From an optimization exercise on the open Yosys and OpenROAD flow, aimed at small area, a short achievable clock period and few clock cycles; shortcuts taken in it are not production practice.
At most, simulation tests tie the RTL to the original design; equivalence was not proved.
The RTL of runs 1 to 3, 6 and 7 was laid out without a check of its function.
No activity file was given, so power comes from the tool's default toggle rates.

## design/flow/flow/run.sh

```bash
#!/bin/bash
# The standard ORFS flow, with the smallest buffer (buf_1) on the ports
# instead of the one buffer_ports picks by default.
set -euo pipefail
bash standard.sh BUFFER_PORTS_ARGS="-buffer_cell sky130_fd_sc_hd__buf_1" finish > standard.log 2>&1
```

## design/flow/standard.sh

```bash
#!/bin/bash
# synth_recipe.tcl (not shown) runs the flow's synth.tcl, then flattens the netlist and writes it again
# the make line also repeats each setting of config.mk as NAME=value (left out here)
make -C /OpenROAD-flow-scripts/flow DESIGN_CONFIG=/design/flow/config.mk WORK_HOME=/design/flow/orfs CLKGATE_MAP_FILE= SYNTH_SCRIPT=/design/flow/synth_recipe.tcl "${@:-finish}"
```

## design/flow/config.mk

```make
export PLATFORM = sky130hd
export DESIGN_NAME = lufft_rx
export DESIGN_NICKNAME = lufft_rx
export VERILOG_FILES = /design/flow/design.v
export SDC_FILE = /design/flow/constraint.sdc
export NUM_CORES = 4
export LEC_CHECK = 0
export CAP_MARGIN = 20
export CORE_MARGIN = 2
export CORE_UTILIZATION = 60
export SETUP_SLACK_MARGIN = 5
export SLEW_MARGIN = 20
```

## design/flow/constraint.sdc

```tcl
create_clock -name core_clock -period 8.5 [get_ports {clk}]
set_input_delay 1.7000 -clock core_clock [delete_from_list [all_inputs] [get_ports {clk}]]
set_output_delay 1.7000 -clock core_clock [all_outputs]
set_load 0.01 [all_outputs]
```

## design/flow/design.v

```verilog
module lufft_rx (
    input  wire        clk,
    input  wire        rst,
    input  wire        start,
    input  wire [2:0]  mode,
    input  wire [15:0] len,
    input  wire [7:0]  ecmd,
    input  wire [7:0]  ever,
    output wire        idle,
    input  wire        in_valid,
    input  wire [7:0]  in_data,
    output wire        in_ready,
    output wire        pay_valid,
    output wire [7:0]  pay_data,
    output reg         ent_valid,
    output wire [63:0] ent_value,
    output wire        ent_recog,
    output wire [1:0]  ent_kind,
    output reg         done,
    output reg  [7:0]  res_err,
    output wire [7:0]  res_len,
    output wire [63:0] res_value,
    output wire        res_recog,
    output wire [1:0]  res_kind
);
    function [15:0] crc_step(input [15:0] c, input [7:0] b);
        integer i;
        reg [15:0] r;
        reg [7:0]  d;
        begin
            r = c;
            d = b;
            for (i = 0; i < 8; i = i + 1) begin
                if (r[0] ^ d[0]) r = (r >> 1) ^ 16'h8408;
                else             r = r >> 1;
                d = d >> 1;
            end
            crc_step = r;
        end
    endfunction
    reg        idle_r;        
    reg        rdy;           
    reg        first;         
    reg        rep;           
    reg [2:0]  md;
    reg [7:0]  x_cmd, x_ver;
    reg        lerr;
    reg [15:0] rem;           
    reg [7:0]  iq;            
    reg        iv;
    reg        f0q;           
    reg        c_lt2;         
    reg        c_neg;         
    reg        c_z;           
    reg        c_le6;         
    reg        c_7;           
    reg [2:0]  hidx;          
    reg [39:0] hb;            
    reg [2:0]  dd;            
    reg        pre;           
    reg [3:0]  pos;           
    reg        hdone;         
    reg [15:0] crc;
    reg [2:0]  ecode;         
    reg [7:0]  plen;          
    reg        pshort;        
    reg [8:0]  mk;            
    reg        pwin;          
    reg        ine, ebeg;     
    reg [7:0]  erem;          
    reg [7:0]  m_left;        
    reg        sgn;
    reg        recog;
    reg [1:0]  kind;
    reg [63:0] val;
    wire act  = ~idle_r;
    wire acc  = start & idle_r;
    wire xfer = in_valid & rdy & act;
    wire rem1 = (rem == 16'd1);
    wire ill  = md[2] & (md[1] | md[0]);
    wire nod  = (rem == 16'd0);        
    wire done_d = act & ((xfer & rem1) | (first & (ill | nod)));
    assign idle     = idle_r;
    assign in_ready = rdy;
    wire nv   = iv & act & ~rep;
    wire h6   = nv & (hidx == 3'd6);
    wire       remhi = |rem[15:9];
    wire [9:0] r6    = {1'b0, rem[8:0]} - 10'd6;
    wire [9:0] sd    = r6 - {2'b0, in_data};
    wire       s_neg = !remhi && sd[9];
    wire       s_z   = !remhi && (sd == 10'd0);
    wire       s_le6 = !remhi && (sd[9] || (sd[9:3] == 7'd0 && sd[2:0] != 3'd7));
    wire       s_7   = !remhi && (sd == 10'd7);
    wire       lerr6 = c_lt2 || c_neg || lerr;    
    wire       d_z   = c_z;
    wire       d_sm  = c_le6 && !c_z;
    wire       d_7   = c_7;
    wire       d_big = !c_le6 && !c_7;
    wire       rst_f = h6 && !d_z;       
    wire [8:0] f0pos = {1'b0, plen} + 9'd14;
    wire       f0in  = (hidx == 3'd7) && !remhi && (rem[8:0] == f0pos);
    wire       f0hit = pre && f0q;
    wire       rp_on = rep && (dd == 3'd0);
    wire [7:0] pb    = rep ? ((hidx == 3'd6) ? plen + 8'd2 : hb[7:0]) : iq;
    wire       fp    = (nv && (!pre || f0hit)) || rp_on;
    wire       pp    = fp && pwin;
    wire rem4    = (rem == 16'd4);
    wire        crc_en = fp && (rem != 16'd0);
    wire [15:0] crc_s  = crc_step(crc, pb);
    wire        crc_ok = crc_en ? (crc_s == 16'd0) : (crc == 16'd0);
    reg        hbad;
    reg [2:0]  hcode;
    always @(*) begin
        hbad  = 1'b0;
        hcode = 3'd0;
        case ({hdone, pos})
            5'd0: begin hbad = (pb != 8'h01); hcode = 3'd2; end
            5'd1: begin hbad = (pb != 8'h10); hcode = 3'd3; end
            5'd7: begin hbad = (pb != 8'h02); hcode = 3'd4; end
            5'd8: begin hbad = (pb != x_cmd); hcode = 3'd5; end
            5'd9: begin hbad = (pb != x_ver); hcode = 3'd6; end
            default: ;
        endcase
    end
    wire m1 = (md == 3'd1), m2 = (md == 3'd2), m3 = (md == 3'd3), m4 = (md == 3'd4);
    wire known = (pb[7:3] == 5'b00010);
    reg [7:0] wp1;    
    always @(*) begin
        case (pb[2:0])
            3'd0, 3'd1:       wp1 = 8'd2;
            3'd2, 3'd3:       wp1 = 8'd3;
            3'd4, 3'd5, 3'd6: wp1 = 8'd5;
            default:          wp1 = 8'd9;
        endcase
    end
    wire tg    = pp && (pos == 4'd2) && ine;
    wire sbyte = pp && m2 && ebeg && (m_left != 8'd0);
    wire eend  = pp && ine && (erem == 8'd1);
    wire tagbad = known && (erem != wp1);
    wire perr  = (sbyte && (pb < 8'd2)) || (tg && tagbad);
    wire       inv   = (pos >= 4'd3) && (pos <= 4'd10);
    wire       vw    = pp && inv && ((ine && recog) ||
                                     (m3 && pos == 4'd3) || (m4 && pos <= 4'd5));
    wire [2:0] vj    = pos[2:0] - 3'd3;
    wire       fill  = vw && sgn && pb[7];
    wire       vclr  = tg && !known;
    integer k;
    always @(posedge clk) begin
        ent_valid <= 1'b0;
        done      <= done_d;
        first     <= 1'b0;
        if (rdy) begin
            iq  <= in_data;
            iv  <= in_valid & act;
            f0q <= f0in;
            c_lt2 <= (in_data < 8'd2);
            c_neg <= s_neg;
            c_z   <= s_z;
            c_le6 <= s_le6;
            c_7   <= s_7;
        end
        if (xfer) rem <= rem - 16'd1;
        if (nv && hidx != 3'd7) hidx <= hidx + 3'd1;
        if (nv && hidx != 3'd0 && hidx < 3'd6) hb <= {iq, hb[39:8]};
        if (fp && !hdone) pos <= pos + 4'd1;
        if (crc_en) crc <= crc_s;
        if (fp && ecode == 3'd0 && hbad) ecode <= hcode;
        if (perr && ecode == 3'd0) ecode <= 3'd7;
        if (nv && mk != 9'd0) begin
            mk <= mk - 9'd1;
            if (mk == 9'd1 && iq != 8'h03) lerr <= 1'b1;
        end
        if (f0hit && nv) pre <= 1'b0;
        if (h6) begin
            plen <= iq - 8'd2;
            dd   <= rem[2:0] - iq[2:0] - 3'd6;      
            mk   <= {1'b0, iq} + 9'd2;
            case (md)
                3'd1:       pshort <= (iq < 8'd5);
                3'd2, 3'd3: pshort <= (iq < 8'd4);
                3'd4:       pshort <= (iq < 8'd6);
                default:    pshort <= 1'b0;
            endcase
            if (lerr6) lerr <= 1'b1;
            if (rst_f) begin
                pos   <= 4'd0;
                crc   <= 16'hFFFF;
                ecode <= 3'd0;
            end
            if (!lerr6 && d_sm) begin
                rep  <= 1'b1;
                rdy  <= 1'b0;
                hidx <= 3'd1;
            end
            if (!lerr6 && d_big) pre <= 1'b1;
        end
        if (rep) begin
            if (dd != 3'd0) dd <= dd - 3'd1;
            hb   <= {iq, hb[39:8]};
            hidx <= hidx + 3'd1;
            if (hidx == 3'd6) begin
                rep  <= 1'b0;
                rdy  <= 1'b1;
                hidx <= 3'd7;
            end
        end
        if (fp && !hdone && pos == 4'd9) begin
            hdone <= 1'b1;
            pwin <= (plen != 8'd0);
            pos   <= (m3 || m4) ? 4'd2 : 4'd0;
            ine  <= m1;
            erem <= plen;
            ebeg <= 1'b0;
            sgn  <= 1'b0;
        end
        if (pp) begin
            if (rem4) pwin <= 1'b0;
            if (pos != 4'd15) pos <= pos + 4'd1;
            if (m2 && !ine && !ebeg && pos == 4'd1) begin
                m_left <= pb;
                ebeg   <= 1'b1;
            end
            if (sbyte) begin
                erem <= pb;
                pos   <= 4'd1;
                ine  <= 1'b1;
                ebeg <= 1'b0;
            end
            if (ine) erem <= erem - 8'd1;
            if (eend) begin
                ine       <= 1'b0;
                ent_valid <= m2;
                ebeg      <= 1'b1;
                m_left    <= m_left - 8'd1;
            end
        end
        if (tg) begin
            recog <= known;
            kind  <= (pb == 8'h16) ? 2'd1 : (pb == 8'h17) ? 2'd2 : 2'd0;
            sgn   <= known && pb[0] && !(pb[2] && pb[1]);
        end
        for (k = 0; k < 8; k = k + 1) begin
            if (vclr || (vw && vj <= k))
                val[k*8 +: 8] <= (vw && vj == k) ? pb : {8{fill}};
        end
        if (ill)                    res_err <= 8'h30;
        else if (nod)               res_err <= 8'h01;
        else if (lerr)              res_err <= 8'h10;
        else if (!crc_ok)           res_err <= 8'h11;
        else if (ecode != 3'd0)     res_err <= {5'b00010, ecode};
        else if (pshort || (m2 && m_left != 8'd0)) res_err <= 8'h17;
        else                        res_err <= 8'h00;
        if (acc) begin
            idle_r <= 1'b0;
            first  <= 1'b1;
            md     <= mode;
            x_cmd  <= ecmd;
            x_ver  <= ever;
            rem    <= len;
            lerr   <= (len < 16'd14);
            hidx   <= 3'd0;
            pos    <= 4'd0;
            hdone  <= 1'b0;
            pre    <= 1'b0;
            crc    <= 16'hFFFF;
            ecode  <= 3'd0;
            mk     <= 9'd0;
            pwin   <= 1'b0;
        end
        if (done_d) idle_r <= 1'b1;
        if (rst) begin
            idle_r    <= 1'b1;
            rdy       <= 1'b1;
            rep       <= 1'b0;
            first     <= 1'b0;
            done      <= 1'b0;
            ent_valid <= 1'b0;
            iv        <= 1'b0;
        end
    end
    assign pay_valid = iv & pwin;
    assign pay_data  = iq;
    assign ent_value = val;
    assign ent_recog = recog;
    assign ent_kind  = kind;
    assign res_len   = plen;
    assign res_value = val;
    assign res_recog = recog;
    assign res_kind  = kind;
endmodule
```

==> notes.md, run 1 <==
die width about 150 µm; Seq/Total Area, Yosys 50.7%; antenna violations before repair 1; Post-synth ARST share 0%; Max Cap Viol 0; Top Layer Used met4; Yosys top cell by area edfxtp_1; CP max FO 3; row cnt 53; Final Hold Viols 0; commonest non-fill, non-tap cells in the layout 204 x buf_1, 174 x edfxtp_1, 113 x nand2_1; aggregate global-route resource usage 28.2%; Synth Area in Compound Gates 13.5%; final slew viol count 0; clk_skew 0.0267 ns; post-synthesis mux area share 1.11%; WS Path Type in2reg; Fin Hold WS 0.413 ns; Clock Latency Late Sink 0.54 ns; Starting Density 61.0%; Num CTS Buffers 26; RSZ-0062 raised after global routing true; Hold Buf Count CTS 0; clk slew on worst S/H paths 0.06 ns; HPWL after DPL 23000 µm; post-synth cell types a little over 80; Root Driver clkbuf_16; vias per cell 5.89; largest net degree at the start of global routing 57; Max Freq ~0.28 GHz; Die Span Y ~150 µm; layout cells sized above 1 8.78%; Ys Warns 1; Fin Setup TNS 0 ns; Boundary Pins 210; design area approximately 14000 µm²; GRT overflow 0; Primary FF master, synth edfxtp_1; vias in the first global route 9018; synthesized area 12800 µm²; drt wl/cell between 15 and 20 µm; top post-synthesis cells by area edfxtp_1 41%, dfxtp_1 10%, ha_1 4.4%, xnor2_1 4.2%, buf_4 4.2%; placed cell area between 10000 and 15000 µm²; Synth top area share 40.8%; number of synthesized flops with an enable pin roughly 170; Post-Synthesis Cells 1231; status complete, no violations; H-tree depth 1; Worst-Margin Slew between 0.9 and 1 ns; Period Utilization, post-route 42.6%; total number of vias 9801; Crit. End Element flop; antenna cells 0; routed wl met3 2400 µm; Slew headroom 35.5%; Final Net Count 1463; final WL 32400 µm; adder-cell area share of the yosys netlist 4.55%; TritonCTS clock tree built; Required @ worst endpoint 8.85 ns; Core Util, Final 68.5%; crit path time final 3.62 ns; Synth Area in XOR/XNOR 7.44%; clk buf depth 3; most common cell after layout, fill and taps aside buf_1; WL met2 16000 µm; final setup violation count 0; worst vdd ir 0.000200 V; PD cells 192 nW/µm²; Synth Register Bits 238; Layout area overhead 12.3%; CP startpoint kind primary input; Synth Area in Simple Gates 14.6%; drt initial violations 811; main combinational cell family by area after synthesis simple AND/OR/NAND/NOR gates; FILL cells approximately 1700; Worst Hold Class reg2reg; # port buffers 206; first-pass GRT wire length approximately 49000 µm; DR DRC count 0; 1st-pass router iterations 5; Arr. time, crit path 3.97 ns; Sink Count about 240; wl on met1 13000 µm; Die ar. 22600 µm²; Static Leak approximately 0.0054 µW; RD Place Congestion 0.931; post-route ant nets 0; Avg Cell Area, Syn 10.4 µm²; core area 21000 µm²
cell usage after synthesis, drive strengths merged (12+ instances only):
master / instances
xor2: 29
o21ai: 83
nand2: 114
nand2b: 18
a31oi: 14
mux2i: 12
nor2b: 12
nor4: 23
xnor2: 64
nor3: 35
ha: 45
dfxtp: 64
buf: 87
clkbuf: 38
inv: 64
edfxtp: 174
nand4: 16
o211ai: 16
nor2: 83
nand3: 32
a21oi: 65
final cells by class:
type | count | area (µm²) | area share [%]
multi-input cells | 805 | 5420 | 37.6
clock inverters | 17 | 213 | 1.48
clock buffers | 30 | 687 | 4.77
inverters | 65 | 244 | 1.69
repair buffers | 234 | 991 | 6.88
flip-flops and latches | 238 | 6510 | 45.2
well taps | 275 | 344 | 2.39
sequential cells by signal, indices dropped and copies added, names as in the netlist, 2 cells and up:
register	cells
hidx	3
x_ver	8
pos	4
erem	8
mk	9
hb	40
md	3
plen	8
iq	8
x_cmd	8
dd	3
rem	16
kind	2
ecode	3
m_left	8
res_err	5
crc	16
val	64
routing by layer:
layer	vias up	global-route usage, %
met1	4640	36.7
met2	429	48.4
met4	0	9.15
met3	78	4.61
met5	-	0
li1	4654	-
what timing repair did:
action	4_1_cts	5_1_grt
pin swaps	6	4
setup endpoints to repair	31	82
setup buffers	7	7
resized for setup	13	8
worst max-delay path, stage by stage:
cell and delay, ns:
buf_8 0.10, ha_4 0.25, inv_2 0.04, ha_4 0.16, fa_2 0.33, buf_4 0.14
buf_4 0.13, xnor2_1 0.18, nand3_1 0.12, or4_4 0.59, nor4b_2 0.24
path summary, 6_finish.rpt:
kind,from,end,slack [ns],depth (start not counted)
min reg2reg,hb[14],hb[6],0.41,0
max,in_data[1],c_7,4.88,11
min,hb[14],hb[6],0.41,0
max reg2reg,plen[2],res_err[2],5.14,11
metrics by stage:
step / power [µW] / std cells / setup slack, ns
2_1_floorplan: 1500 / 1233 / 4.59
3_3_place_gp: 1560 / 1602 / 4.32
3_5_place_dp: 1570 / 1602 / 4.24
4_1_cts: 2770 / 1656 / 4.97
5_1_grt: 2860 / 1664 / 4.83
6_report: 2770 / 1664 / 4.88
where the power goes:
| part | switching, µW | leakage (µW) | internal, µW |
|---|---|---|---|
| registers | 35.1 | 0.00231 | 1270 |
| logic | 155 | 0.00264 | 119 |
| clock network | 462 | 0.000438 | 728 |
| total | 652 | 0.00538 | 2110 |
logic make-up (layout without fill, tap and decap cells):
group                    count (synthesis)  after routing
buffers and inverters                  190            346
other                                    1              3
flip-flops                             238            238
adder cells (fa/ha/maj)                 46             46
AND/OR/NAND/NOR                        379            379
AO/OA/AOI/OAI                          265            265
multiplexers                            14             14
XOR/XNOR                                98             98
==> inputs of run 2 (changes only) <==
--- a/design/flow/design.v
+++ b/design/flow/design.v
@@ -54,4 +54,3 @@
     reg        c_z;           
-    reg        c_le6;         
-    reg        c_7;           
+    reg        c_le7;         
     reg [2:0]  hidx;          
@@ -87,13 +86,12 @@
     wire       remhi = |rem[15:9];
-    wire [9:0] r6    = {1'b0, rem[8:0]} - 10'd6;
-    wire [9:0] sd    = r6 - {2'b0, in_data};
-    wire       s_neg = !remhi && sd[9];
-    wire       s_z   = !remhi && (sd == 10'd0);
-    wire       s_le6 = !remhi && (sd[9] || (sd[9:3] == 7'd0 && sd[2:0] != 3'd7));
-    wire       s_7   = !remhi && (sd == 10'd7);
+    wire [8:0] r6    = rem[8:0] - 9'd6;
+    wire [8:0] r13   = rem[8:0] - 9'd13;
+    wire [8:0] din9  = {1'b0, in_data};
+    wire       s_neg = !remhi && (din9 > r6);
+    wire       s_z   = !remhi && (din9 == r6);
+    wire       s_le7 = !remhi && ((rem[8:0] < 9'd13) || (din9 >= r13));
     wire       lerr6 = c_lt2 || c_neg || lerr;    
     wire       d_z   = c_z;
-    wire       d_sm  = c_le6 && !c_z;
-    wire       d_7   = c_7;
-    wire       d_big = !c_le6 && !c_7;
+    wire       d_sm  = c_le7 && !c_z;     
+    wire       d_big = !c_le7;
     wire       rst_f = h6 && !d_z;       
@@ -154,9 +152,8 @@
             iv  <= in_valid & act;
-            f0q <= f0in;
-            c_lt2 <= (in_data < 8'd2);
-            c_neg <= s_neg;
-            c_z   <= s_z;
-            c_le6 <= s_le6;
-            c_7   <= s_7;
-        end
+        end
+        f0q   <= f0in;
+        c_lt2 <= (in_data < 8'd2);
+        c_neg <= s_neg;
+        c_z   <= s_z;
+        c_le7 <= s_le7;
         if (xfer) rem <= rem - 16'd1;
==> notes.md, run 2 <==
die width 148 µm (-1.3%); Num CTS Buffers 25 (-3.8%); final WL 30300 µm (-6.7%); Sink Count 237 (-0.42%); Layout area overhead 11.1%; Boundary Pins 210 (unchanged); drt initial violations 615 (-24%); Avg Cell Area, Syn 10.3 µm² (-0.67%); DR DRC count 0 (unchanged); total number of vias 9365 (-4.4%); CP cell instances inv_1 -> ha_1 -> and2_1 -> nand2_2 -> nor2_1 -> nor2_2 -> nand2_1 -> or4_1 -> o211ai_1; final setup violation count 0 (unchanged); crit path time final 3.32 ns (-0.298 ns); Static Leak 0.00519 µW (-3.6%); PD cells 184 nW/µm² (-4.2%); Max Freq 0.301 GHz (+9.0%); worst vdd ir 0.000174 V (-13%); H-tree depth 1 (unchanged); met2 Track Usage GR 46.3% (-2.1 points); synthesized area 12500 µm² (-2.7%); Root Driver clkbuf_16; Hold Path Stages 0 (unchanged); reg-to-reg setup timing slack 5.18 ns (+0.04 ns); Crit. End Element flop; reg2reg end ecode[1]; drt wl/cell 18.5 µm (-4.9%); Synth Register Bits 237 (-0.42%); final slew viol count 0 (unchanged); max reg flops 64 (unchanged); row cnt 52 (-1.9%); most frequent cells after synthesis 168 x edfxtp_1, 123 x nand2_1, 105 x nor2_1; Required @ worst endpoint 8.94 ns (+0.09 ns); Max Cap Viol 0 (unchanged); GRT overflow 0 (unchanged); Slew headroom 43.4% (+7.8 points); top post-synthesis cells by area edfxtp_1 40%, dfxtp_1 11%, ha_1 4.9%, buf_4 4.4%, o21ai_0 4.1%; Hold Buf Count CTS 0 (unchanged); number of synthesized flops with an enable pin 168 (-3.4%); first-pass GRT wire length 47000 µm (-4.3%); Slowest-stage cell, CP nor2_2; Largest stage delay, worst path 0.64 ns (+0.05 ns); R2R depth 9 (-2); commonest non-fill, non-tap cells in the layout 206 x buf_1, 168 x edfxtp_1, 122 x nand2_1; Clock Latency Late Sink 0.53 ns (about the same); vias in the first global route 8723 (-3.3%); vias per cell 5.73 (-2.6%); Biggest register val; CP max FO 23 (+20); HPWL after DPL 21300 µm (-7.2%); most frequent cell after synthesis edfxtp_1; Ys Warns 1 (unchanged); largest net degree at the start of global routing 59 (+3.5%); Fin Setup TNS 0 ns (unchanged); antenna violations before repair 0 (-1); CP startpoint kind flop; Arr. time, crit path 3.76 ns (-0.21 ns); Min-Delay Startpoint hb[20]; most common cell after layout, fill and taps aside buf_1; Starting Density 61.5% (+0.47 points); Yosys top cell by area edfxtp_1; clk slew on worst S/H paths 0.06 ns (about the same); Post-Synthesis Cells 1206 (-2.0%); Die ar. 22000 µm² (-2.6%); post-synth cell types 74 (-11%); Primary FF master, synth edfxtp_1; antenna cells 0 (unchanged); RSZ-0062 raised after global routing false; FF-to-FF Start hidx[0]; Final Hold Viols 0 (unchanged); Worst Hold Class reg2reg; status complete, no violations; 1st-pass router iterations 5 (unchanged); routing usage on met3 3.56% (-1.0 points); Worst-Margin Slew 0.850 ns (-0.117 ns); Die Span Y 148 µm (-1.3%); WS Path Type reg2reg; TritonCTS clock tree built; RD Place Congestion 0.917 (-1.5%); clk_skew 0.0164 ns (-0.0103 ns); Most Crowded Layer GR met2; clk buf depth 3 (unchanged); Synth top area share 40.4% (-0.32 points); GR Layer Usage met1 35.7% (-0.93 points); # port buffers 206 (unchanged); Final Non-Filler Cells 1633 (-1.9%); Final Net Count 1440 (-1.6%); worst setup path start hidx[0]; layout cells sized above 1 6.68% (-2.1 points); Seq/Total Area, Yosys 51.5% (+0.76 points); core area 20300 µm² (-3.4%); Period Utilization, post-route 39.1% (-3.5 points); placed cells 1578 (-1.5%); WHS Endpoint hb[12]; aggregate global-route resource usage 27.0% (-1.2 points); Post-synth ARST share 0% (unchanged); Largest regs val x64, hb x40; post-route ant nets 0 (unchanged)
-- run 2: cell types whose count changed after synthesis, sizes merged, moves of 10 or more --
cell    delta
a21oi     -26
inv       -20
nand2     +10
nor2      +22
o21ai     +22
o21bai    -10
-- run 2: cells by family (layout without fill, tap and decap cells) --
logic type | Yosys count | in the layout | share of synthesized area, %
compound gates | 245 | 245 | 12.7
other cells | 1 | 3 | 0.0301
simple gates | 399 | 399 | 15.5
xor+xnor | 98 | 98 | 7.16
fa+ha+maj | 49 | 49 | 4.91
mux | 11 | 11 | 0.903
buf+inv | 166 | 321 | 7.25
flops | 237 | 237 | 51.5
-- run 2: power breakdown --
part	internal (µW)	switching (µW)
registers	1260	39.3
logic	95.2	139
clock network	573	447
total	1930	625
-- run 2: what timing repair did --
item | CTS | global route
pin swaps | 1 | 2
cloned | 0 | 0
resized for setup | 2 | 7
setup endpoints to repair | 16 | 97
setup buffers | 2 | 7
-- run 2: layer usage --
metal | part of all wire, % | routed length (µm)
met1 | 43 | 12900
met2 | 49 | 14900
met3 | 5.5 | 1650
met4 | 2.7 | 817
met5 | 0 | 0
-- run 2: area by class of cell --
class	count	area [µm²]
clock inverter	10	67.6
sequential	237	6430
timing repair buffer	231	961
inverter	44	169
fill	1614	6430
clock buffer	36	697
multi-input combinational	805	5210
tap	270	338
-- run 2: worst max-delay path, delay by kind of cell, from the launching register on --
kind	cells	cell delay (ns)
adders and majority gates	1	0.28
and+or+nand+nor	6	2.36
AOI/OAI and AO/OA	1	0.13
DFF	1	0.38
buffers and inverters	1	0.08
-- run 2: worst max path at each step --
| stage | end | slack (ns) |
|---|---|---|
| after floorplan | c_le7 | 5.22 |
| after global placement | ecode[2] | 4.53 |
| after detailed placement | ecode[0] | 4.81 |
| after CTS | m_left[4] | 5.07 |
| after global routing | ecode[1] | 5.00 |
| final | ecode[1] | 5.18 |
-- run 2: per-stage QoR --
step	total power, µW	area, µm²	utilization [%]	hold WS (ns)	worst slack (ns)
after floorplan	1480	12500	-	0.400	5.22
after global placement	1550	13000	64.0	0.400	4.53
after detailed placement	1550	13000	64.0	0.405	4.81
after CTS	2560	13800	67.9	0.412	5.07
after global routing	2640	13900	68.3	0.418	5.00
final	2550	13900	68.3	0.410	5.18
==> inputs of run 3 (changes only) <==
==> design/flow/flow/run.sh (replaced) <==
#!/bin/bash
set -euo pipefail
bash standard.sh BUFFER_PORTS_ARGS="-buffer_cell sky130_fd_sc_hd__buf_1" SETUP_SLACK_MARGIN=5.5 finish > standard.log 2>&1
==> notes.md, run 3 <==
core area 20300 µm² (unchanged); Synth top area share 40.4% (unchanged); multi-input logic area 5480 µm² (+5.2%); crit path time final 3.00 ns (-0.325 ns); clk buf depth 3 (unchanged); TritonCTS clock tree built; DR DRC count 0 (unchanged); placed cells 1579 (+0.063%); most frequent cells after synthesis 168 x edfxtp_1, 123 x nand2_1, 105 x nor2_1; Final Hold Viols 0 (unchanged); Largest stage delay, worst path 0.58 ns (-0.06 ns); Static Leak 0.00565 µW (+8.7%); most common cell after layout, fill and taps aside buf_1; vias in the first global route 9036 (+3.6%); Largest regs val x64, hb x40; Yosys top cell by area edfxtp_1; adder-cell area share of the yosys netlist 4.91% (unchanged); Clock Latency Late Sink 0.53 ns (about the same); Crit. End Element primary output; # port buffers 206 (unchanged); Arr. time, crit path 1.30 ns (-2.46 ns); Die ar. 22000 µm² (unchanged); Num CTS Buffers 25 (unchanged); Layout area overhead 18.9%; layout cells sized above 1 14.6% (+7.9 points); post-route ant nets 0 (unchanged); reg-to-reg setup timing slack 5.62 ns (+0.44 ns); synthesized area 12500 µm² (unchanged); design area 14800 µm² (+7.0%); final setup violation count 0 (unchanged); Period Utilization, post-route 35.3% (-3.8 points); Root Driver clkbuf_16; most frequent cell after synthesis edfxtp_1; 1st-pass router iterations 6 (+1); Post-synth ARST share 0% (unchanged); Die Span Y 148 µm (unchanged); CP cell instances buf_1; Required @ worst endpoint 6.80 ns (-2.14 ns); Synth Area in Compound Gates 12.7% (unchanged); Min-Delay Startpoint hb[18]; Avg Cell Area, Syn 10.3 µm² (unchanged); commonest non-fill, non-tap cells in the layout 202 x buf_1, 168 x edfxtp_1, 113 x nand2_1; Reg area 6430 µm² (about the same); HPWL after DPL 21200 µm (-0.45%); GRT overflow 0 (unchanged); vias per cell 5.81 (+1.3%); Ys Warns 1 (unchanged); antenna cells 0 (unchanged); PD cells 187 nW/µm² (+1.7%); final WL 31800 µm (+5.2%); total number of vias 9854 (+5.2%); Biggest register val; Slew headroom 54.0% (+11 points); Final Non-Filler Cells 1696 (+3.9%); drt wl/cell 18.8 µm (+1.3%); final slew viol count 0 (unchanged); top post-synthesis cells by area edfxtp_1 40%, dfxtp_1 11%, ha_1 4.9%, buf_4 4.4%, o21ai_0 4.1%; placed cell area 13000 µm² (+0.38%); FILL cells 1543 (-4.4%); Max Cap Viol 0 (unchanged); CP max FO 7 (-70%); Final Net Count 1504 (+4.4%); Fin Hold WS 0.411 ns (+0.00148 ns); largest net degree at the start of global routing 61 (+3.4%); CP startpoint kind flop; Max Freq 0.334 GHz (+11%); worst setup path start idle_r; Primary FF master, synth edfxtp_1; max reg flops 64 (unchanged); die width 148 µm (unchanged); Synth Area in Simple Gates 15.5% (unchanged); Slowest-stage cell, CP dfxtp_1; Synth Area in XOR/XNOR 7.16% (unchanged); crit-path leading delay family flip-flops; clk_skew 0.0144 ns (-0.00196 ns); Hold Buf Count CTS 0 (unchanged); number of synthesized flops with an enable pin 168 (unchanged); Sink Count 237 (unchanged); H-tree depth 1 (unchanged); RSZ-0062 raised after global routing true; post-synth cell types 74 (unchanged); row cnt 52 (unchanged); main combinational cell family by area after synthesis simple AND/OR/NAND/NOR gates; first-pass GRT wire length 48800 µm (+4.0%); Placement Setup Slack 3.90 ns (-0.907 ns); post-synthesis mux area share 0.903% (unchanged); min setup slack post-route 5.50 ns (+0.325 ns); Synth Register Bits 237 (unchanged); antenna violations before repair 0 (unchanged); clk slew on worst S/H paths 0.06 ns (about the same); status complete, no violations; Seq/Total Area, Yosys 51.5% (unchanged); Boundary Pins 210 (unchanged); WS Path Type reg2out; Post-Synthesis Cells 1206 (unchanged); RD Place Congestion 0.901 (-1.8%); FF-to-FF Start plen[1]; Worst-Margin Slew 0.683 ns (-0.167 ns); drt initial violations 682 (+11%); Worst Hold Class reg2reg; aggregate global-route resource usage 28.4% (+1.4 points); Fin Setup TNS 0 ns (unchanged); Starting Density 61.5% (unchanged); Buf/Inv on CP 1 (unchanged); worst vdd ir 0.000177 V (+1.9%)
==> run 3: cell counts after synthesis <==
Identical to the previous run, type by type.
==> run 3: cell type report <==
class	instances	area share, %
Tap cell	270	2.28
Clock inverter	12	1.49
Clock buffer	33	4.55
Sequential cell	237	43.3
Multi-Input combinational cell	806	36.9
Timing Repair Buffer	294	10.2
Inverter	44	1.26
==> run 3: routing by layer <==
layer,global-route usage (%),vias up,wire length (µm)
met3,3.50,101,2020
li1,-,4688,-
met2,49.3,444,15700
met1,36.3,4621,12800
met4,11.4,0,1340
met5,0,-,0
==> run 3: per-stage QoR <==
stage | power, µW | utilization (%)
finish | 2780 | 73.1
global route | 2870 | 73.1
CTS | 2760 | 71.2
detailed placement | 1560 | 64.3
global placement | 1550 | 64.2
floorplan | 1480 | -
==> run 3: final timing paths <==
| path | to | depth (start not counted) |
|---|---|---|
| worst max-delay path | idle | 1 |
| worst min-delay path | hb[10] | 0 |
| worst max register to register | res_err[0] | 10 |
| worst min register to register | hb[10] | 0 |
==> run 3: where the power goes <==
group          leakage [µW]  switching, µW  internal (µW)
combinational       0.00294            162            127
sequential          0.00228           34.6           1260
clock              0.000423            454            741
==> run 3: kinds of logic (layout without fill, tap and decap cells) <==
| family | count (synthesis) | in the layout |
|---|---|---|
| and+or+nand+nor | 399 | 400 |
| AOI/OAI and AO/OA | 245 | 245 |
| DFF | 237 | 237 |
| buffers and inverters | 166 | 383 |
| xor gates and xnor gates | 98 | 98 |
| adders and majority gates | 49 | 49 |
| muxes | 11 | 11 |
| other | 1 | 3 |
==> run 3: timing repair <==
item	4_1_cts	5_1_grt
resized for setup	46	46
cloned	1	0
buffers inserted	41	30
setup endpoints to repair	190	138
pin swaps	7	15
==> inputs of run 4 (changes only) <==
--- a/design/flow/design.v
+++ b/design/flow/design.v
@@ -103,3 +103,3 @@
     wire       fp    = (nv && (!pre || f0hit)) || rp_on;
-    wire       pp    = fp && pwin;
+    wire       pp    = iv && pwin;      
     wire rem4    = (rem == 16'd4);
@@ -107,3 +107,4 @@
     wire [15:0] crc_s  = crc_step(crc, pb);
-    wire        crc_ok = crc_en ? (crc_s == 16'd0) : (crc == 16'd0);
+    wire        crc_ok = (nv && rem1) ? (crc[15:8] == 8'd0 && iq == crc[7:0])
+                                      : (crc == 16'd0);
     reg        hbad;
@@ -123,6 +124,6 @@
     wire m1 = (md == 3'd1), m2 = (md == 3'd2), m3 = (md == 3'd3), m4 = (md == 3'd4);
-    wire known = (pb[7:3] == 5'b00010);
+    wire known = (iq[7:3] == 5'b00010);
     reg [7:0] wp1;    
     always @(*) begin
-        case (pb[2:0])
+        case (iq[2:0])
             3'd0, 3'd1:       wp1 = 8'd2;
@@ -137,3 +138,3 @@
     wire tagbad = known && (erem != wp1);
-    wire perr  = (sbyte && (pb < 8'd2)) || (tg && tagbad);
+    wire perr  = (sbyte && (iq < 8'd2)) || (tg && tagbad);
     wire       inv   = (pos >= 4'd3) && (pos <= 4'd10);
@@ -142,3 +143,3 @@
     wire [2:0] vj    = pos[2:0] - 3'd3;
-    wire       fill  = vw && sgn && pb[7];
+    wire       fill  = vw && sgn && iq[7];
     wire       vclr  = tg && !known;
@@ -216,3 +217,3 @@
             if (m2 && !ine && !ebeg && pos == 4'd1) begin
-                m_left <= pb;
+                m_left <= iq;
                 ebeg   <= 1'b1;
@@ -220,3 +221,3 @@
             if (sbyte) begin
-                erem <= pb;
+                erem <= iq;
                 pos   <= 4'd1;
@@ -235,4 +236,4 @@
             recog <= known;
-            kind  <= (pb == 8'h16) ? 2'd1 : (pb == 8'h17) ? 2'd2 : 2'd0;
-            sgn   <= known && pb[0] && !(pb[2] && pb[1]);
+            kind  <= (iq == 8'h16) ? 2'd1 : (iq == 8'h17) ? 2'd2 : 2'd0;
+            sgn   <= known && iq[0] && !(iq[2] && iq[1]);
         end
@@ -240,3 +241,3 @@
             if (vclr || (vw && vj <= k))
-                val[k*8 +: 8] <= (vw && vj == k) ? pb : {8{fill}};
+                val[k*8 +: 8] <= (vw && vj == k) ? iq : {8{fill}};
         end
==> design/flow/flow/run.sh (replaced) <==
#!/bin/bash
set -euo pipefail
bash standard.sh BUFFER_PORTS_ARGS="-buffer_cell sky130_fd_sc_hd__buf_1" SETUP_SLACK_MARGIN=5.8 finish > standard.log 2>&1
==> notes.md, run 4 <==
status complete, no violations; # port buffers 206 (unchanged); post-synthesis mux area share 0.774% (-0.13 points); aggregate global-route resource usage 31.1% (+2.7 points); crit path time final 2.92 ns (-0.0760 ns); FF-to-FF Start iq[1]; total number of vias 10300 (+4.6%); H-tree depth 1 (unchanged); row cnt 53 (+1.9%); Period Utilization, post-route 34.4% (-0.89 points); clk buf depth 3 (unchanged); R2R depth 11 (+1); Seq/Total Area, Yosys 49.7% (-1.8 points); worst setup path start iq[1]; die width 151 µm (+1.7%); Crit. End Element primary output; Worst Hold Class reg2reg; most frequent cells after synthesis 168 x edfxtp_1, 141 x nand2_1, 95 x nor2_1; CP startpoint kind flop; number of synthesized flops with an enable pin 168 (unchanged); Num CTS Buffers 26 (+4.0%); commonest non-fill, non-tap cells in the layout 168 x edfxtp_1, 139 x nand2_1, 139 x clkbuf_2; Boundary Pins 210 (unchanged); antenna cells 0 (unchanged); vias in the first global route 9490 (+5.0%); antenna violations before repair 1 (+1); post-synth cell types 82 (+11%); Synth Register Bits 237 (unchanged); Clock Latency Late Sink 0.54 ns (about the same); Hold Path Stages 0 (unchanged); Pint 2070 µW (-2.7%); Starting Density 61.3% (-0.17 points); top post-synthesis cells by area edfxtp_1 39%, dfxtp_1 11%, ha_1 4.9%, xnor2_1 4.5%, buf_4 4.3%; Root Driver clkbuf_16; vias per cell 5.96 (+2.5%); Primary FF master, synth edfxtp_1; sw frac 25.2% (+1.8 points); Worst-Margin Slew 0.977 ns (+0.295 ns); first-pass GRT wire length 54000 µm (+11%); TritonCTS clock tree built; Layout area overhead 19.5%; Synth Area in Simple Gates 15.9% (+0.37 points); final setup violation count 0 (unchanged); final slew viol count 0 (unchanged); Yosys top cell by area edfxtp_1; RD Place Congestion 0.914 (+1.4%); Fin Setup TNS 0 ns (unchanged); Min-Delay Startpoint hb[38]; worst vdd ir 0.000147 V (-17%); Clk pwr share 41.1% (-1.9 points); RSZ-0062 raised after global routing true; Sink Count 237 (unchanged); Placement Setup Slack 5.16 ns (+1.26 ns); Slew headroom 34.6% (-19 points); 1st-pass router iterations 7 (+1); Synth top area share 39.0% (-1.4 points); drt initial violations 894 (+31%); most frequent cell after synthesis edfxtp_1; adder-cell area share of the yosys netlist 4.94% (+0.023 points); drt wl/cell 21.1 µm (+12%); Final Non-Filler Cells 1731 (+2.1%); Final Net Count 1534 (+2.0%); Core Util, Final 73.3% (+0.16 points); Required @ worst endpoint 6.80 ns (about the same); Final Hold Viols 0 (unchanged); post-route ant nets 0 (unchanged); Avg Cell Area, Syn 10.2 µm² (-1.0%); clk slew on worst S/H paths 0.06 ns (about the same); placed cells 1620 (+2.6%); Die ar. 22700 µm² (+3.5%); Static Leak 0.00617 µW (+9.3%); Largest regs val x64, hb x40; Fin Hold WS 0.416 ns (+0.00412 ns); clk_skew 0.0146 ns (+0.000127 ns); main combinational cell family by area after synthesis simple AND/OR/NAND/NOR gates; Post-synth ARST share 0% (unchanged); Post-Synthesis Cells 1262 (+4.6%); largest net degree at the start of global routing 61 (unchanged); synthesized area 12900 µm² (+3.6%); PD cells 179 nW/µm² (-4.3%); P_sw 698 µW (+7.3%); Arr. time, crit path 1.22 ns (-0.08 ns); core area 21100 µm² (+3.9%); WS Path Type reg2out; DR DRC count 0 (unchanged); Max Freq 0.342 GHz (+2.6%); Biggest register val; layout cells sized above 1 25.2% (+11 points); max reg flops 64 (unchanged); Synth Area in XOR/XNOR 8.02% (+0.86 points); Die Span Y 151 µm (+1.7%); GRT overflow 0 (unchanged); Synth Area in Compound Gates 12.9% (+0.16 points); combinational power share 11.5% (+1.1 points); CP max FO 2 (-5); most common cell after layout, fill and taps aside edfxtp_1; part of the power in registers 47.3% (+0.8 points); final WL 36500 µm (+15%); min setup slack post-route 5.58 ns (+0.0760 ns); Hold Buf Count CTS 0 (unchanged); HPWL after DPL 22300 µm (+4.8%); Max Cap Viol 0 (unchanged); Ys Warns 1 (unchanged)
==> run 4: cells by family after synthesis <==
logic type | count (synthesis)
and+or+nand+nor | 414
adders and majority gates | 51
muxes | 10
buffers and inverters | 183
xor gates and xnor gates | 112
AOI/OAI and AO/OA | 254
other | 1
DFF | 237
==> run 4: power groups by stage <==
| stage | Combinational, µW | Clock [µW] | Sequential [µW] |
|---|---|---|---|
| after floorplan | 218 | 0 | 1300 |
| after global routing | 350 | 1200 | 1320 |
| final | 319 | 1140 | 1310 |
| after detailed placement | 270 | 0 | 1330 |
| after global placement | 266 | 0 | 1330 |
| after CTS | 295 | 1150 | 1310 |
==> run 4: what timing repair did <==
item                       CTS  global route
pin swaps                    9             9
buffers inserted            29            29
cloned                       5             0
resized for setup           88           189
setup endpoints to repair  313           271
==> run 4: cell type report <==
class	instances	area [µm²]
Clock inverter	16	166
Fill cell	1604	5640
Sequential cell	237	6450
Clock buffer	32	693
Inverter	45	180
Tap cell	275	344
Timing Repair Buffer	280	1720
Multi-Input combinational cell	846	5890
==> run 4: through the flow <==
step | power (µW) | area (µm²)
2_1_floorplan | 1520 | 12900
3_3_place_gp | 1600 | 13300
3_5_place_dp | 1600 | 13300
4_1_cts | 2750 | 14800
5_1_grt | 2860 | 15400
6_report | 2770 | 15400
==> run 4: metal layers <==
layer	GRT usage, %	share of wire (%)	up-vias
met2	50.2	47	526
met5	0	0.030	-
met4	10.3	3.3	2
met3	5.15	8.6	86
li1	-	-	4780
met1	42.9	41	4916
==> run 4: critical path: stages (launching register included) <==
cell and delay (ns):
edfxtp_1 0.43, buf_12 0.16, buf_6 0.11
==> run 4: final timing paths <==
check / end / slack, ns
worst max-delay path: pay_data[1] / 5.58
worst min register to register: hb[30] / 0.42
worst min-delay path: hb[30] / 0.42
worst max register to register: ecode[2] / 5.64
Testbench counts of run 4, summed over its fixed seeds: cycles 15,909.
==> inputs of run 5 (changes only) <==
==> design/flow/flow/run.sh (replaced) <==
#!/bin/bash
set -euo pipefail
bash standard.sh BUFFER_PORTS_ARGS="-buffer_cell sky130_fd_sc_hd__buf_1" SETUP_SLACK_MARGIN=5.5 finish > standard.log 2>&1
==> notes.md, run 5 <==
Worst-Margin Slew 0.968 ns (-0.00906 ns); top post-synthesis cells by area edfxtp_1 39%, dfxtp_1 11%, ha_1 4.9%, xnor2_1 4.5%, buf_4 4.3%; GRT overflow 0 (unchanged); Seq/Total Area, Yosys 49.7% (unchanged); min setup slack post-route 5.47 ns (-0.105 ns); Placement Setup Slack 4.90 ns (-0.259 ns); drt wl/cell 20.2 µm (-4.0%); design area 14600 µm² (-5.4%); aggregate global-route resource usage 29.4% (-1.7 points); core area 21100 µm² (unchanged); synthesized area 12900 µm² (unchanged); Final Net Count 1490 (-2.9%); clk buf depth 3 (unchanged); final WL 34100 µm (-6.5%); worst vdd ir 0.000158 V (+7.4%); Final Hold Viols 0 (unchanged); clk slew on worst S/H paths 0.06 ns (about the same); most frequent cell after synthesis edfxtp_1; Layout area overhead 13.1%; final setup violation count 0 (unchanged); vias in the first global route 9112 (-4.0%); drt initial violations 831 (-7.0%); Period Utilization, post-route 35.6% (+1.2 points); RSZ-0062 raised after global routing true; Post-synth ARST share 0% (unchanged); row cnt 53 (unchanged); Final Non-Filler Cells 1687 (-2.5%); Starting Density 61.3% (unchanged); final slew viol count 0 (unchanged); Static Leak 0.00550 µW (-11%); antenna cells 0 (unchanged); Synth top area share 39.0% (unchanged); most frequent cells after synthesis 168 x edfxtp_1, 141 x nand2_1, 95 x nor2_1; antenna violations before repair 0 (-1); Synth Register Bits 237 (unchanged); post-synth cell types 82 (unchanged); Largest regs val x64, hb x40; Avg Cell Area, Syn 10.2 µm² (unchanged); 1st-pass router iterations 5 (-2); WS Path Type reg2out; Fin Hold WS 0.412 ns (-0.00372 ns); Clock Latency Late Sink 0.53 ns (about the same); number of synthesized flops with an enable pin 168 (unchanged); die width 151 µm (unchanged); commonest non-fill, non-tap cells in the layout 204 x buf_1, 168 x edfxtp_1, 139 x nand2_1; HPWL after DPL 22500 µm (+1.0%); CP max FO 4 (+2); Biggest register val; Worst Hold Class reg2reg; Die Span Y 151 µm (unchanged); largest net degree at the start of global routing 61 (unchanged); status complete, no violations; most common cell after layout, fill and taps aside buf_1; Required @ worst endpoint 6.80 ns (about the same); Num CTS Buffers 26 (unchanged); Sink Count 237 (unchanged); total number of vias 9941 (-3.6%); layout cells sized above 1 9.99% (-15 points); DR DRC count 0 (unchanged); post-route ant nets 0 (unchanged); first-pass GRT wire length 51000 µm (-5.6%); Arr. time, crit path 1.33 ns (+0.11 ns); clk_skew 0.0108 ns (-0.00375 ns); Crit. End Element primary output; Ys Warns 1 (unchanged); # port buffers 206 (unchanged); PD cells 188 nW/µm² (+5.1%); TritonCTS clock tree built; Root Driver clkbuf_16; Post-Synthesis Cells 1262 (unchanged); vias per cell 5.89 (-1.1%); CP startpoint kind flop; Slew headroom 35.2% (+0.61 points); placed cell area 13300 µm² (about the same); Primary FF master, synth edfxtp_1; Max Cap Viol 0 (unchanged); max reg flops 64 (unchanged); Boundary Pins 210 (unchanged); Fin Setup TNS 0 ns (unchanged); Yosys top cell by area edfxtp_1; Max Freq 0.330 GHz (-3.5%); Hold Buf Count CTS 0 (unchanged); RD Place Congestion 0.874 (-4.3%); Die ar. 22700 µm² (unchanged); placed cells 1621 (+0.062%); crit path time final 3.03 ns (+0.105 ns); H-tree depth 1 (unchanged)
-- run 5: cell counts after synthesis --
No cell type changed its count.
-- run 5: metal layers --
layer  GRT usage, %  routed length, µm
met2           46.9              15900
met1           41.3              14500
met3           4.28               2610
met5              0                  0
met4           10.7               1110
-- run 5: worst max-delay path, cell delays in order, from the launching register on --
cell	delay, ns
edfxtp_1	0.50
buf_12	0.18
buf_6	0.11
-- run 5: metrics by stage --
step / power, µW / utilization [%]
global route: 2840 / 69.3
CTS: 2750 / 68.5
finish: 2750 / 69.3
floorplan: 1520 / -
global placement: 1600 / 63.2
detailed placement: 1600 / 63.2
-- run 5: kinds of logic after synthesis --
family                   Yosys count  share of synthesized area, %
AO/OA/AOI/OAI                    254                          12.9
XOR/XNOR                         112                          8.02
adder cells (fa/ha/maj)           51                          4.94
buffers and inverters            183                          7.75
flip-flops                       237                          49.7
multiplexers                      10                         0.774
other                              1                        0.0290
AND/OR/NAND/NOR                  414                          15.9
-- run 5: worst paths after layout --
path	start	endpoint	slack (ns)	cells after the start
max reg2reg	iq[2]	ecode[2]	5.62	8
min	hb[20]	hb[12]	0.41	0
max	iq[2]	pay_data[2]	5.47	2
min reg2reg	hb[20]	hb[12]	0.41	0
-- run 5: final cells by class --
cell class              count  area, µm²
clock buffers              33        718
clock inverters            15        158
fillers                  1629       6470
inverters                  45        174
multi-input cells         845       5670
flip-flops and latches    237       6440
well taps                 275        344
repair buffers            237       1110
-- run 5: repair_timing --
item,CTS,global route
pin swaps,1,3
buffers inserted,8,7
gates cloned,2,1
endpoints found under the setup margin,96,113
gates resized for setup,31,31
-- run 5: where the power goes --
group	total (µW)	switching, µW	internal (µW)
sequential	1310	50.7	1260
clock	1150	460	688
combinational	293	170	122
total	2750	681	2070
==> inputs of run 6 (changes only) <==
--- a/design/flow/design.v
+++ b/design/flow/design.v
@@ -42,4 +42,4 @@
     reg        rdy;           
-    reg        first;         
     reg        rep;           
+    reg        h7v;           
     reg [2:0]  md;
@@ -57,3 +57,2 @@
     reg [39:0] hb;            
-    reg [2:0]  dd;            
     reg        pre;           
@@ -80,3 +79,3 @@
     wire nod  = (rem == 16'd0);        
-    wire done_d = act & ((xfer & rem1) | (first & (ill | nod)));
+    wire done_d = act & ((xfer & rem1) | ill | nod);
     assign idle     = idle_r;
@@ -100,6 +99,8 @@
     wire       f0hit = pre && f0q;
-    wire       rp_on = rep && (dd == 3'd0);
+    wire [2:0] dd    = erem[2:0];      
+    wire       rp_on = rep && (dd == 3'd0) && (hidx != 3'd7 || h7v);
     wire [7:0] pb    = rep ? ((hidx == 3'd6) ? plen + 8'd2 : hb[7:0]) : iq;
     wire       fp    = (nv && (!pre || f0hit)) || rp_on;
-    wire       pp    = iv && pwin;      
+    wire       pp    = iv && pwin;
+    wire       hb_sh = (nv && hidx != 3'd0 && hidx < 3'd6) || (rep && hidx != 3'd6);      
     wire rem4    = (rem == 16'd4);
@@ -149,7 +150,4 @@
         done      <= done_d;
-        first     <= 1'b0;
-        if (rdy) begin
-            iq  <= in_data;
-            iv  <= in_valid & act;
-        end
+        iq <= in_data;
+        iv <= in_valid & act & rdy;
         f0q   <= f0in;
@@ -161,3 +159,3 @@
         if (nv && hidx != 3'd7) hidx <= hidx + 3'd1;
-        if (nv && hidx != 3'd0 && hidx < 3'd6) hb <= {iq, hb[39:8]};
+        if (hb_sh) hb <= {iq, hb[39:8]};
         if (fp && !hdone) pos <= pos + 4'd1;
@@ -166,3 +164,3 @@
         if (perr && ecode == 3'd0) ecode <= 3'd7;
-        if (nv && mk != 9'd0) begin
+        if ((nv || (rep && hidx == 3'd7 && h7v)) && mk != 9'd0) begin
             mk <= mk - 9'd1;
@@ -173,3 +171,3 @@
             plen <= iq - 8'd2;
-            dd   <= rem[2:0] - iq[2:0] - 3'd6;      
+            erem[2:0] <= rem[2:0] - iq[2:0] - 3'd6;      
             mk   <= {1'b0, iq} + 9'd2;
@@ -195,10 +193,7 @@
         if (rep) begin
-            if (dd != 3'd0) dd <= dd - 3'd1;
-            hb   <= {iq, hb[39:8]};
-            hidx <= hidx + 3'd1;
-            if (hidx == 3'd6) begin
-                rep  <= 1'b0;
-                rdy  <= 1'b1;
-                hidx <= 3'd7;
-            end
+            if (dd != 3'd0) erem <= erem - 8'd1;
+            if (hidx == 3'd1) h7v <= iv;
+            if (hidx == 3'd6) rdy <= 1'b1;
+            if (hidx == 3'd7) rep <= 1'b0;
+            else              hidx <= hidx + 3'd1;
         end
@@ -252,3 +247,2 @@
             idle_r <= 1'b0;
-            first  <= 1'b1;
             md     <= mode;
@@ -272,4 +266,3 @@
             rep       <= 1'b0;
-            first     <= 1'b0;
-            done      <= 1'b0;
+                done      <= 1'b0;
             ent_valid <= 1'b0;
==> notes.md, run 6 <==
CP max FO 14 (+10); RSZ-0062 raised after global routing true; Max Cap Viol 0 (unchanged); Fin Setup TNS 0 ns (unchanged); Max Freq 0.313 GHz (-5.1%); status complete, no violations; Post-Synthesis Cells 1286 (+1.9%); Arr. time, crit path 1.49 ns (+0.16 ns); number of synthesized flops with an enable pin 161 (-4.2%); worst vdd ir 0.000165 V (+4.4%); CP startpoint kind flop; Num CTS Buffers 25 (-3.8%); clk_skew 0.00813 ns (-0.00269 ns); reg2reg end m_left[1]; Post-synth ARST share 0% (unchanged); PD cells 176 nW/µm² (-6.5%); 1st-pass router iterations 5 (unchanged); Sink Count 234 (-1.3%); Die ar. 22700 µm² (about the same); WS Path Type reg2out; vias per cell 5.89 (about the same); # port buffers 206 (unchanged); crit path time final 3.19 ns (+0.164 ns); clk buf depth 3 (unchanged); final WL 33800 µm (-1.0%); core area 21100 µm² (unchanged); Largest stage delay, worst path 0.42 ns (-0.08 ns); Final Hold Viols 0 (unchanged); DR DRC count 0 (unchanged); TritonCTS clock tree built; Slowest-stage cell, CP dfxtp_1; GRT overflow 0 (unchanged); Required @ worst endpoint 6.80 ns (about the same); Worst Hold Class reg2reg; Die Span Y 151 µm (about the same); R2R depth 3 (-5); worst setup path start iv; first-pass GRT wire length 49300 µm (-3.4%); clk slew on worst S/H paths 0.06 ns (about the same); antenna cells 0 (unchanged); max reg flops 64 (unchanged); Worst-Margin Slew 0.916 ns (-0.0525 ns); H-tree depth 1 (unchanged); Period Utilization, post-route 37.5% (+1.9 points); most frequent cell after synthesis edfxtp_1; antenna violations before repair 0 (unchanged); Biggest register val; Seq/Total Area, Yosys 48.7% (-1.0 points); critical path endpoint pay_valid; Root Driver clkbuf_16; synthesized area 12900 µm² (about the same); top post-synthesis cells by area edfxtp_1 37%, dfxtp_1 11%, ha_1 4.9%, nand2_1 4.4%, buf_4 4.2%; Clock Latency Late Sink 0.53 ns (about the same); post-route ant nets 0 (unchanged); die width 151 µm (about the same); Boundary Pins 210 (unchanged); RD Place Congestion 0.900 (+2.9%); Layout area overhead 12.2%; Synth top area share 37.4% (-1.7 points); vias in the first global route 9053 (-0.65%); Primary FF master, synth edfxtp_1; Crit. End Element primary output; Avg Cell Area, Syn 10.1 µm² (-1.8%); Starting Density 61.3% (about the same); Tot Pwr 2550 µW (-7.2%); CP cell instances nand2_4 -> inv_4 -> buf_1; total number of vias 10000 (+0.81%); largest net degree at the start of global routing 52 (-15%); row cnt 53 (unchanged); Synth Register Bits 234 (-1.3%); drt wl/cell 19.9 µm (-1.9%); drt initial violations 848 (+2.0%); Static Leak 0.00575 µW (+4.5%); layout cells sized above 1 9.19% (-0.80 points); most common cell after layout, fill and taps aside buf_1; most frequent cells after synthesis 161 x edfxtp_1, 153 x nand2_1, 84 x nor2_1; Largest regs val x64, hb x40; commonest non-fill, non-tap cells in the layout 206 x buf_1, 161 x edfxtp_1, 149 x nand2_1; reg-to-reg setup timing slack 5.46 ns (-0.16 ns); Final Net Count 1506 (+1.1%); FF-to-FF Start ine; aggregate global-route resource usage 28.1% (-1.3 points); final setup violation count 0 (unchanged); Yosys top cell by area edfxtp_1; HPWL after DPL 22000 µm (-2.0%); Ys Warns 1 (unchanged); Slew headroom 38.7% (+3.5 points); Core Util, Final 68.8% (-0.52 points); final slew viol count 0 (unchanged); post-synth cell types 83 (+1.2%)
## run 6: cell types whose count changed in the layout (fill, tap and decap cells not counted), moves of 9 or more
| cell | change |
|---|---|
| xor2_1 | +17 |
| xnor2_1 | -11 |
| nand2_1 | +10 |
| o21ai_0 | -10 |
| nor2_1 | -9 |
| nor4_1 | +9 |
## run 6: how the worst min path moves through the flow
stage / depth (start not counted) / slack (ns) / to / from
finish: 0 / 0.41 / hb[20] / hb[28]
global route: 0 / 0.42 / hb[15] / hb[23]
CTS: 0 / 0.42 / hb[20] / hb[28]
detailed placement: 0 / 0.41 / hb[0] / hb[8]
global placement: 0 / 0.40 / hb[26] / hb[34]
floorplan: 0 / 0.40 / hb[0] / hb[8]
## run 6: power breakdown
group / leakage (µW) / total [µW] / switching, µW / internal [µW]
registers: 0.00223 / 1270 / 36.0 / 1240
logic: 0.00313 / 254 / 147 / 107
clock network: 0.000383 / 1030 / 444 / 583
total: 0.00575 / 2550 / 626 / 1930
## run 6: layout make-up
| cell class | count | area (µm²) |
|---|---|---|
| tap | 275 | 344 |
| clock inverter | 11 | 62.6 |
| inverter | 42 | 164 |
| fill | 1676 | 6580 |
| sequential | 234 | 6310 |
| multi-input combinational | 867 | 5780 |
| timing repair buffer | 237 | 1140 |
| clock buffer | 34 | 709 |
| timing repair inverter | 1 | 5.00 |
## run 6: critical path, delay by kind of cell, from the launching register on
| kind | cells | cell delay, ns |
|---|---|---|
| flops | 1 | 0.42 |
| simple gates | 1 | 0.19 |
| buf+inv | 2 | 0.35 |
## run 6: per-stage QoR
stage / hold WS, ns / instances / setup slack [ns] / cell area, µm²
after floorplan: 0.400 / 1288 / 5.49 / 13000
after global placement: 0.400 / 1637 / 5.07 / 13300
after detailed placement: 0.405 / 1637 / 5.05 / 13300
after CTS: 0.418 / 1688 / 5.30 / 14300
after global routing: 0.422 / 1701 / 5.27 / 14500
final: 0.414 / 1701 / 5.31 / 14500
## run 6: cells by family (layout without fill, tap and decap cells)
| family | after synthesis | after routing | share of synthesized area, % |
|---|---|---|---|
| simple gates | 434 | 434 | 16.7 |
| compound gates | 253 | 253 | 12.9 |
| flops | 234 | 234 | 48.7 |
| buf+inv | 187 | 325 | 7.68 |
| xor+xnor | 117 | 117 | 8.35 |
| fa+ha+maj | 51 | 51 | 4.93 |
| mux | 9 | 9 | 0.745 |
| other cells | 1 | 3 | 0.0290 |
## run 6: layer usage
metal,vias up,track usage [%],share of wire (%)
met5,-,0,0
met4,0,8.41,2.5
met3,55,5.30,9.0
met2,449,43.8,46
met1,4757,40.3,43
li1,4761,-,-
## run 6: repair_timing
action                                 CTS  global route
endpoints found under the hold margin    0             0
pin swaps                                0             1
cloned                                   0             4
setup endpoints to repair              121           126
gates resized for setup                 30            27
buffers inserted                         6             9
hold buffers                             0             0
==> inputs of run 7 (changes only) <==
--- a/design/flow/config.mk
+++ b/design/flow/config.mk
@@ -10,2 +10,4 @@
 export CORE_UTILIZATION = 60
+export CTS_CLUSTER_DIAMETER = 100
+export CTS_CLUSTER_SIZE = 30
 export SETUP_SLACK_MARGIN = 5
==> notes.md, run 7 <==
Final Non-Filler Cells 1674 (-1.6%); reg-to-reg setup timing slack 5.61 ns (+0.15 ns); number of synthesized flops with an enable pin 161 (unchanged); CP startpoint kind flop; placed cell area 13300 µm² (unchanged); crit path time final 2.97 ns (-0.218 ns); Crit. End Element primary output; Die ar. 22700 µm² (unchanged); Avg Cell Area, Syn 10.1 µm² (unchanged); Worst Hold Class reg2reg; synthesized area 12900 µm² (unchanged); Hold Buf Count CTS 0 (unchanged); Boundary Pins 210 (unchanged); TritonCTS clock tree built; most common cell after layout, fill and taps aside buf_1; Synth top area share 37.4% (unchanged); WS Path Type reg2out; FILL cells 1766 (+5.4%); design area 14000 µm² (-3.7%); GRT overflow 0 (unchanged); # port buffers 206 (unchanged); vias in the first global route 8802 (-2.8%); Sink Count 234 (unchanged); commonest non-fill, non-tap cells in the layout 205 x buf_1, 161 x edfxtp_1, 149 x nand2_1; top post-synthesis cells by area edfxtp_1 37%, dfxtp_1 11%, ha_1 4.9%, nand2_1 4.4%, buf_4 4.2%; antenna violations before repair 0 (unchanged); H-tree depth 1 (unchanged); Layout area overhead 8.00%; Slew headroom 44.3% (+5.6 points); Buf/Inv on CP 1 (-1); Clk pwr share 28.2% (-12 points); post-route ant nets 0 (unchanged); Slowest-stage cell, CP edfxtp_1; PD cells 151 nW/µm² (-14%); FF-to-FF Start pos[2]; Max Freq 0.336 GHz (+7.3%); most frequent cell after synthesis edfxtp_1; HPWL after DPL 22000 µm (unchanged); routed wl met3 2760 µm (-9.4%); R2R depth 6 (+3); 1st-pass router iterations 5 (unchanged); die width 151 µm (unchanged); antenna cells 0 (unchanged); Synth Register Bits 234 (unchanged); Final Net Count 1494 (-0.80%); Worst-Margin Slew 0.832 ns (-0.0837 ns); part of the power in registers 60.1% (+10 points); core area 21100 µm² (unchanged); clk_skew 0.0207 ns (+0.0126 ns); crit-path leading delay family flip-flops; Static Leak 0.00549 µW (-4.5%); placed cells 1637 (unchanged); WL met2 14500 µm (-6.0%); Hold Path Stages 0 (unchanged); largest net degree at the start of global routing 52 (unchanged); Ys Warns 1 (unchanged); drt initial violations 824 (-2.8%); most frequent cells after synthesis 161 x edfxtp_1, 153 x nand2_1, 84 x nor2_1; Primary FF master, synth edfxtp_1; P_sw 529 µW (-16%); aggregate global-route resource usage 27.7% (-0.39 points); worst setup path start plen[1]; post-synth cell types 83 (unchanged); Post-Synthesis Cells 1286 (unchanged); clk buf depth 3 (unchanged); reg2reg end val[52]; sw frac 25.0% (+0.50 points); Clock Latency Late Sink 0.49 ns (-0.04 ns); layout cells sized above 1 7.51% (-1.7 points); Min-Delay Startpoint hb[25]; WHS Endpoint hb[17]; final setup violation count 0 (unchanged); max reg flops 64 (unchanged); Largest stage delay, worst path 0.59 ns (+0.17 ns); first-pass GRT wire length 48400 µm (-1.7%); CP max FO 7 (-7); vias per cell 5.90 (+0.17%); status complete, no violations; Biggest register val; drt wl/cell 19.4 µm (-2.4%); Die Span Y 151 µm (unchanged); Final Hold Viols 0 (unchanged); Pint 1580 µW (-18%); worst vdd ir 0.000102 V (-38%); DR DRC count 0 (unchanged); Required @ worst endpoint 6.80 ns (about the same); RSZ-0062 raised after global routing false; Starting Density 61.3% (unchanged); total number of vias 9880 (-1.4%); CP cell instances buf_1; clk slew on worst S/H paths 0.11 ns (+0.05 ns); Post-synth ARST share 0% (unchanged); Top Layer Used met4; combinational power share 11.7% (+1.8 points); Arr. time, crit path 1.27 ns (-0.22 ns); Yosys top cell by area edfxtp_1; final slew viol count 0 (unchanged); RD Place Congestion 0.900 (unchanged); Seq/Total Area, Yosys 48.7% (unchanged); Num CTS Buffers 11 (-56%); row cnt 53 (unchanged); final WL 32400 µm (-3.9%); Period Utilization, post-route 35.0% (-2.6 points); Fin Setup TNS 0 ns (unchanged); Root Driver clkbuf_16; Largest regs val x64, hb x40; wl on met1 14300 µm (-0.64%); Max Cap Viol 0 (unchanged)
## run 7: cell counts after synthesis
No cell type changed its count.
## run 7: how the worst max path moves through the flow
stage          cells after the start          to
2_1_floorplan                      8       c_neg
3_3_place_gp                       5     crc[10]
3_5_place_dp                       5      crc[0]
4_1_cts                            3   pay_valid
5_1_grt                            9     val[50]
6_report                           1  res_len[1]
## run 7: worst register-to-register path: stages, from the launching register on
cell,delay (ns)
dfxtp_1,0.82
or3b_1,0.42
a41o_1,0.24
o211a_2,0.36
and2_2,0.28
and3_2,0.34
a21o_1,0.22
## run 7: final cells by class
| type | instances | area (µm²) | share of cell area (%) |
|---|---|---|---|
| repair buffers | 238 | 1080 | 7.76 |
| clock buffers | 15 | 290 | 2.08 |
| clock inverters | 1 | 8.76 | 0.0627 |
| multi-input cells | 868 | 5770 | 41.3 |
| flip-flops and latches | 234 | 6300 | 45.1 |
| inverters | 42 | 166 | 1.19 |
| well taps | 275 | 344 | 2.46 |
| repair inverters | 1 | 5.00 | 0.0358 |
## run 7: cell families after synthesis
| group | share of synthesized area, % |
|---|---|
| flops | 48.7 |
| compound gates | 12.9 |
| simple gates | 16.7 |
| xor+xnor | 8.35 |
| fa+ha+maj | 4.93 |
| other cells | 0.0290 |
| mux | 0.745 |
| buf+inv | 7.68 |
## run 7: power groups by stage
| stage | Combinational, µW | Sequential, µW | Clock [µW] |
|---|---|---|---|
| 4_1_cts | 239 | 1270 | 606 |
| 3_5_place_dp | 235 | 1290 | 0 |
| 5_1_grt | 276 | 1270 | 638 |
| 2_1_floorplan | 177 | 1280 | 0 |
| 3_3_place_gp | 232 | 1290 | 0 |
| 6_report | 248 | 1270 | 595 |
## run 7: per-stage QoR
step           worst slack, ns  hold slack, ns  utilization, %  total power (µW)
2_1_floorplan             5.49           0.400               -              1460
3_3_place_gp              5.07           0.400            63.3              1530
3_5_place_dp              5.05           0.405            63.3              1530
4_1_cts                   5.32           0.429            65.3              2110
5_1_grt                   5.50           0.435            66.2              2190
6_report                  5.53           0.428            66.2              2110
## run 7: what timing repair did
action,CTS,global route
buffers inserted,6,13
resized for setup,28,24
endpoints found under the hold margin,0,0
cloned,0,2
endpoints found under the setup margin,125,130
pin swaps,0,2
## run 7: per-layer routing
layer | track usage, % | vias up
li1 | - | 4733
met2 | 43.1 | 433
met1 | 40.3 | 4669
met4 | 8.08 | 0
met5 | 0 | -
met3 | 4.55 | 45

[afterwards: timing with drivers on the ports]
How much do the figures lean on ideal ports? The routed layouts below were timed once more, with nothing changed but the port constraints. Step 1 assumes that a clkbuf_16 drives the clock port and a buf_2 every other input. Step 2 adds t to the input delays and takes it off the output delays; t is the mean of the earliest and latest rising clock arrival at the registers after step 1. Input paths then give back, and output paths get back, about the clock's delay inside the block. Slacks: ideal / step 1 / step 2; pairs: ideal / step 1.
run | shift t [ns] | slack for setup (ns) | slew at the worst register clock pin (ns) | worst data-port slew with drivers (ns)
run 1 | 0.581 | 4.880 / 4.886 / 4.304 | 0.07 / 0.07 | 0.06
run 2 | 0.570 | 5.177 / 5.177 / 4.763 | 0.06 / 0.06 | 0.04
run 3 | 0.573 | 5.502 / 5.451 / 5.010 | 0.07 / 0.07 | 0.04
run 4 | 0.581 | 5.578 / 5.530 / 5.323 | 0.07 / 0.07 | 0.04
run 5 | 0.577 | 5.474 / 5.424 / 5.239 | 0.06 / 0.06 | 0.05
run 6 | 0.573 | 5.310 / 5.258 / 5.188 | 0.06 / 0.06 | 0.08
run 7 | 0.533 | 5.528 / 5.474 / 5.186 | 0.12 / 0.12 | 0.07
After both steps setup and hold are still met in every run listed. The setup slack of run 1, which loses most, moves by +0.006 ns with the drivers and by -0.576 ns with both steps.
